Source: an optimization exercise on an open RTL-to-GDS flow (aim: small area and few clock cycles per item). Production flows keep margins and buffers that such runs may drop.
Function was checked by simulation only, so behaviour that the tests miss may differ from the original.

==> module gf16_affine_chunk, before the edit <==
module gf16_affine_chunk #(
    parameter        LANES = 32,
    parameter [16:0] POLY  = 17'h1100B
) (
    input  wire                  clk,
    input  wire                  rst,
    input  wire                  in_valid,
    output wire                  in_ready,
    input  wire [15:0]           in_scalar,
    input  wire                  in_acc,
    input  wire [LANES-1:0]      in_mask,
    input  wire [16*LANES-1:0]   in_src,
    input  wire [16*LANES-1:0]   in_dst,
    output wire                  out_valid,
    input  wire                  out_ready,
    output wire [16*LANES-1:0]   out_data,
    output wire [LANES-1:0]      out_mask
);
    wire [80:0] lm;
    gf16_scalar_prep u_prep (.a(in_scalar), .lm(lm));
    wire [16*LANES-1:0] lane_res;
    genvar g;
    generate
        for (g = 0; g < LANES; g = g + 1) begin : lane
            wire [15:0] p;
            gf16_lane_mul u_mul (
                .lm (lm),
                .s  (in_src[16*g +: 16]),
                .p  (p)
            );
            assign lane_res[16*g +: 16] = p ^ (in_dst[16*g +: 16] & {16{in_acc}});
        end
    endgenerate
    reg                 out_valid_q;
    reg [16*LANES-1:0]  out_data_q;
    reg [LANES-1:0]     out_mask_q;
    assign in_ready = !out_valid_q || out_ready;
    always @(posedge clk) begin
        if (rst) begin
            out_valid_q <= 1'b0;
        end else if (in_valid && in_ready) begin
            out_valid_q <= 1'b1;
        end else if (out_ready) begin
            out_valid_q <= 1'b0;
        end
    end
    always @(posedge clk) begin
        if (in_ready) begin
            out_data_q <= lane_res;
            out_mask_q <= in_mask;
        end
    end
    assign out_valid = out_valid_q;
    assign out_data  = out_data_q;
    assign out_mask  = out_mask_q;
endmodule
export LEC_CHECK = 0
export CAP_MARGIN = 20
export CORE_AREA = 5 5 645 260
export DIE_AREA = 0 0 650 265
export GPL_TIMING_DRIVEN = 0
export SETUP_SLACK_MARGIN = 0.45
export SLEW_MARGIN = 20
export SYNTH_HIERARCHICAL = 1
create_clock -name core_clock -period 5.0 [get_ports {clk}]
standard.sh (not shown) runs the stock make flow with config.mk's settings and CLKGATE_MAP_FILE= SYNTH_SCRIPT=/design/flow/synth_recipe.tcl, a recipe that flattens the netlist after the stock synthesis.
==> flow/flow/run.sh <==
#!/bin/bash
# The standard layout, with each port buffered by the smallest buffer cell
# (sky130_fd_sc_hd__buf_1) instead of the one buffer_ports picks by itself.
set -euo pipefail
export BUFFER_PORTS_ARGS="-buffer_cell sky130_fd_sc_hd__buf_1"
bash standard.sh > standard.log 2>&1
Testbench counts at the start, summed over its fixed seeds: cycles 11,972, beats 11,964.
==> next run, changes <==
--- a/flow/design.v
+++ b/flow/design.v
@@ -611,21 +611,22 @@
     input  wire [16*LANES-1:0]   in_dst,
     output wire                  out_valid,
     input  wire                  out_ready,
     output wire [16*LANES-1:0]   out_data,
     output wire [LANES-1:0]      out_mask
 );
-    wire [80:0] lm;
-    gf16_scalar_prep u_prep (.a(in_scalar), .lm(lm));
+    wire [80:0] lm_lo, lm_hi;
+    gf16_scalar_prep u_prep_lo (.a(in_scalar), .lm(lm_lo));
+    gf16_scalar_prep u_prep_hi (.a(in_scalar), .lm(lm_hi));
     wire [16*LANES-1:0] lane_res;
     genvar g;
     generate
         for (g = 0; g < LANES; g = g + 1) begin : lane
             wire [15:0] p;
             gf16_lane_mul u_mul (
-                .lm (lm),
+                .lm (g < LANES/2 ? lm_lo : lm_hi),
                 .s  (in_src[16*g +: 16]),
                 .p  (p)
             );
             assign lane_res[16*g +: 16] = p ^ (in_dst[16*g +: 16] & {16{in_acc}});
         end
     endgenerate
Outcome:
- die area stays the same
- wire length drops by about 7%
- sequential share of layout area is about the same
- worst setup slack improves by 0.16 ns
Testbench counts after the change, summed over its fixed seeds: cycles 11,972, beats 11,964.


gf16_affine_chunk with an RTL version that a note above also has.
For scale: about 550 flip-flops, about 90000 um2 of cells after synthesis.
==> module gf16_affine_chunk, before the edit <==
module gf16_affine_chunk #(
    parameter        LANES = 32,
    parameter [16:0] POLY  = 17'h1100B
) (
    input  wire                  clk,
    input  wire                  rst,
    input  wire                  in_valid,
    output wire                  in_ready,
    input  wire [15:0]           in_scalar,
    input  wire                  in_acc,
    input  wire [LANES-1:0]      in_mask,
    input  wire [16*LANES-1:0]   in_src,
    input  wire [16*LANES-1:0]   in_dst,
    output wire                  out_valid,
    input  wire                  out_ready,
    output wire [16*LANES-1:0]   out_data,
    output wire [LANES-1:0]      out_mask
);
    wire [80:0] lm_lo, lm_hi;
    gf16_scalar_prep u_prep_lo (.a(in_scalar), .lm(lm_lo));
    gf16_scalar_prep u_prep_hi (.a(in_scalar), .lm(lm_hi));
    wire [16*LANES-1:0] lane_res;
    genvar g;
    generate
        for (g = 0; g < LANES; g = g + 1) begin : lane
            wire [15:0] p;
            gf16_lane_mul u_mul (
                .lm (g < LANES/2 ? lm_lo : lm_hi),
                .s  (in_src[16*g +: 16]),
                .p  (p)
            );
            assign lane_res[16*g +: 16] = p ^ (in_dst[16*g +: 16] & {16{in_acc}});
        end
    endgenerate
    reg                 out_valid_q;
    reg [16*LANES-1:0]  out_data_q;
    reg [LANES-1:0]     out_mask_q;
    assign in_ready = !out_valid_q || out_ready;
    always @(posedge clk) begin
        if (rst) begin
            out_valid_q <= 1'b0;
        end else if (in_valid && in_ready) begin
            out_valid_q <= 1'b1;
        end else if (out_ready) begin
            out_valid_q <= 1'b0;
        end
    end
    always @(posedge clk) begin
        if (in_ready) begin
            out_data_q <= lane_res;
            out_mask_q <= in_mask;
        end
    end
    assign out_valid = out_valid_q;
    assign out_data  = out_data_q;
    assign out_mask  = out_mask_q;
endmodule
export LEC_CHECK = 0
export CAP_MARGIN = 20
export CORE_AREA = 5 5 645 260
export DIE_AREA = 0 0 650 265
export GPL_TIMING_DRIVEN = 0
export SETUP_SLACK_MARGIN = 0.4
export SLEW_MARGIN = 20
export SYNTH_HIERARCHICAL = 1
create_clock -name core_clock -period 5.0 [get_ports {clk}]
Scripts as last shown in full above: flow/flow/run.sh
The starting point produced a layout that fails on antenna rules.
Testbench counts at the start, summed over its fixed seeds: cycles 11,972, beats 11,964.
Change:
--- a/flow/design.v
+++ b/flow/design.v
@@ -612,20 +612,19 @@
     output wire                  out_valid,
     input  wire                  out_ready,
     output wire [16*LANES-1:0]   out_data,
     output wire [LANES-1:0]      out_mask
 );
-    wire [80:0] lm_lo, lm_hi;
-    gf16_scalar_prep u_prep_lo (.a(in_scalar), .lm(lm_lo));
-    gf16_scalar_prep u_prep_hi (.a(in_scalar), .lm(lm_hi));
+    wire [80:0] lm;
+    gf16_scalar_prep u_prep (.a(in_scalar), .lm(lm));
     wire [16*LANES-1:0] lane_res;
     genvar g;
     generate
         for (g = 0; g < LANES; g = g + 1) begin : lane
             wire [15:0] p;
             gf16_lane_mul u_mul (
-                .lm (g < LANES/2 ? lm_lo : lm_hi),
+                .lm (lm),
                 .s  (in_src[16*g +: 16]),
                 .p  (p)
             );
             assign lane_res[16*g +: 16] = p ^ (in_dst[16*g +: 16] & {16{in_acc}});
         end
Result:
- The changed run completed with no timing, DRC or antenna violations
- worst setup slack got worse by 160 ps
- die area is unchanged
- via count rises by 1.9%
- global-route usage is higher by 3.1 points
- wire length rises by 7.1%
- area after synthesis came out lower by 2.0%
- cell count went down by 1.2%
- core utilization falls by 0.38 points
- count of clock-buffer cells in the layout goes up by 2
- fmax came out lower by 3.2%
Testbench counts after the change, summed over its fixed seeds: cycles 11,972, beats 11,964.


Another version of the RTL of gf16_affine_chunk (not shown whole).
For scale: roughly 12000 cells after synthesis, roughly 550 flip-flops, about 1600 I/O pins, about 0.092 sq mm of cells after synthesis.
Settings: LEC_CHECK=0, CAP_MARGIN=20, CORE_AREA=5 5 645 260, DIE_AREA=0 0 650 265, GPL_TIMING_DRIVEN=0, SETUP_SLACK_MARGIN=0.4, SLEW_MARGIN=20, SYNTH_HIERARCHICAL=1; clock period 5.0 ns.
Scripts as last shown in full above: flow/flow/run.sh
Testbench counts at the start, summed over its fixed seeds: cycles 11,972, beats 11,964.
Change:
--- a/flow/design.v
+++ b/flow/design.v
@@ -644,19 +644,20 @@
     output wire                  out_valid,
     input  wire                  out_ready,
     output wire [16*LANES-1:0]   out_data,
     output wire [LANES-1:0]      out_mask
 );
-    wire [80:0] lm;
-    gf16_scalar_prep u_prep (.a(in_scalar), .lm(lm));
+    wire [80:0] lm_lo, lm_hi;
+    gf16_scalar_prep u_prep_lo (.a(in_scalar), .lm(lm_lo));
+    gf16_scalar_prep u_prep_hi (.a(in_scalar), .lm(lm_hi));
     wire [16*LANES-1:0] lane_res;
     genvar g;
     generate
         for (g = 0; g < LANES; g = g + 1) begin : lane
             wire [15:0] p;
             gf16_lane_mul u_mul (
-                .lm (lm),
+                .lm (g < LANES/2 ? lm_lo : lm_hi),
                 .s  (in_src[16*g +: 16]),
                 .p  (p)
             );
             assign lane_res[16*g +: 16] = p ^ (in_dst[16*g +: 16] & {16{in_acc}});
         end
- die area stays the same
- cell area came out higher by about 1.1%
- core utilization came out higher by 0.74 points
- final cell count came out higher by 1.3%
- via count came out lower by about 1.3%
- sequential cell count does not change
Testbench counts after the change, summed over its fixed seeds: cycles 11,972, beats 11,964.

[what the ideal ports hide]
The results above use ideal ports. As a check the final layouts listed here were re-extracted and re-timed, cells and wires unchanged.
Step 1 assumes that a clkbuf_16 drives the clock port and a buf_2 every other input.
Step 2 also shifts input and output timing later by t, the mid clock arrival at the registers, as if the neighbouring blocks saw the same clock.
a / b / c = ideal ports / drivers / drivers and shift; a / b = the first two.
| run | t (ns) | setup slack, ns | clock arrival spread, ns | worst data-port slew with drivers (ns) |
|---|---|---|---|---|
| the first run of note 1 | 0.815 | 0.195 / 0.185 / -0.630 | 0.051 / 0.051 | 0.21 |
| the second run of note 1 | 0.796 | 0.352 / 0.297 / -0.500 | 0.048 / 0.049 | 0.20 |
| the first run of note 2 | 0.796 | 0.291 / 0.230 / -0.566 | 0.051 / 0.051 | 0.22 |
| the second run of note 2 | 0.810 | 0.135 / 0.120 / -0.690 | 0.061 / 0.060 | 0.21 |
| the first run of note 3 | 0.805 | 0.298 / 0.295 / -0.510 | 0.065 / 0.064 | 0.22 |
| the second run of note 3 | 0.808 | 0.397 / 0.359 / -0.450 | 0.049 / 0.049 | 0.24 |
The setup slack of the first run of note 2, which loses most, moves by -0.061 ns with the drivers and by -0.857 ns with both steps.
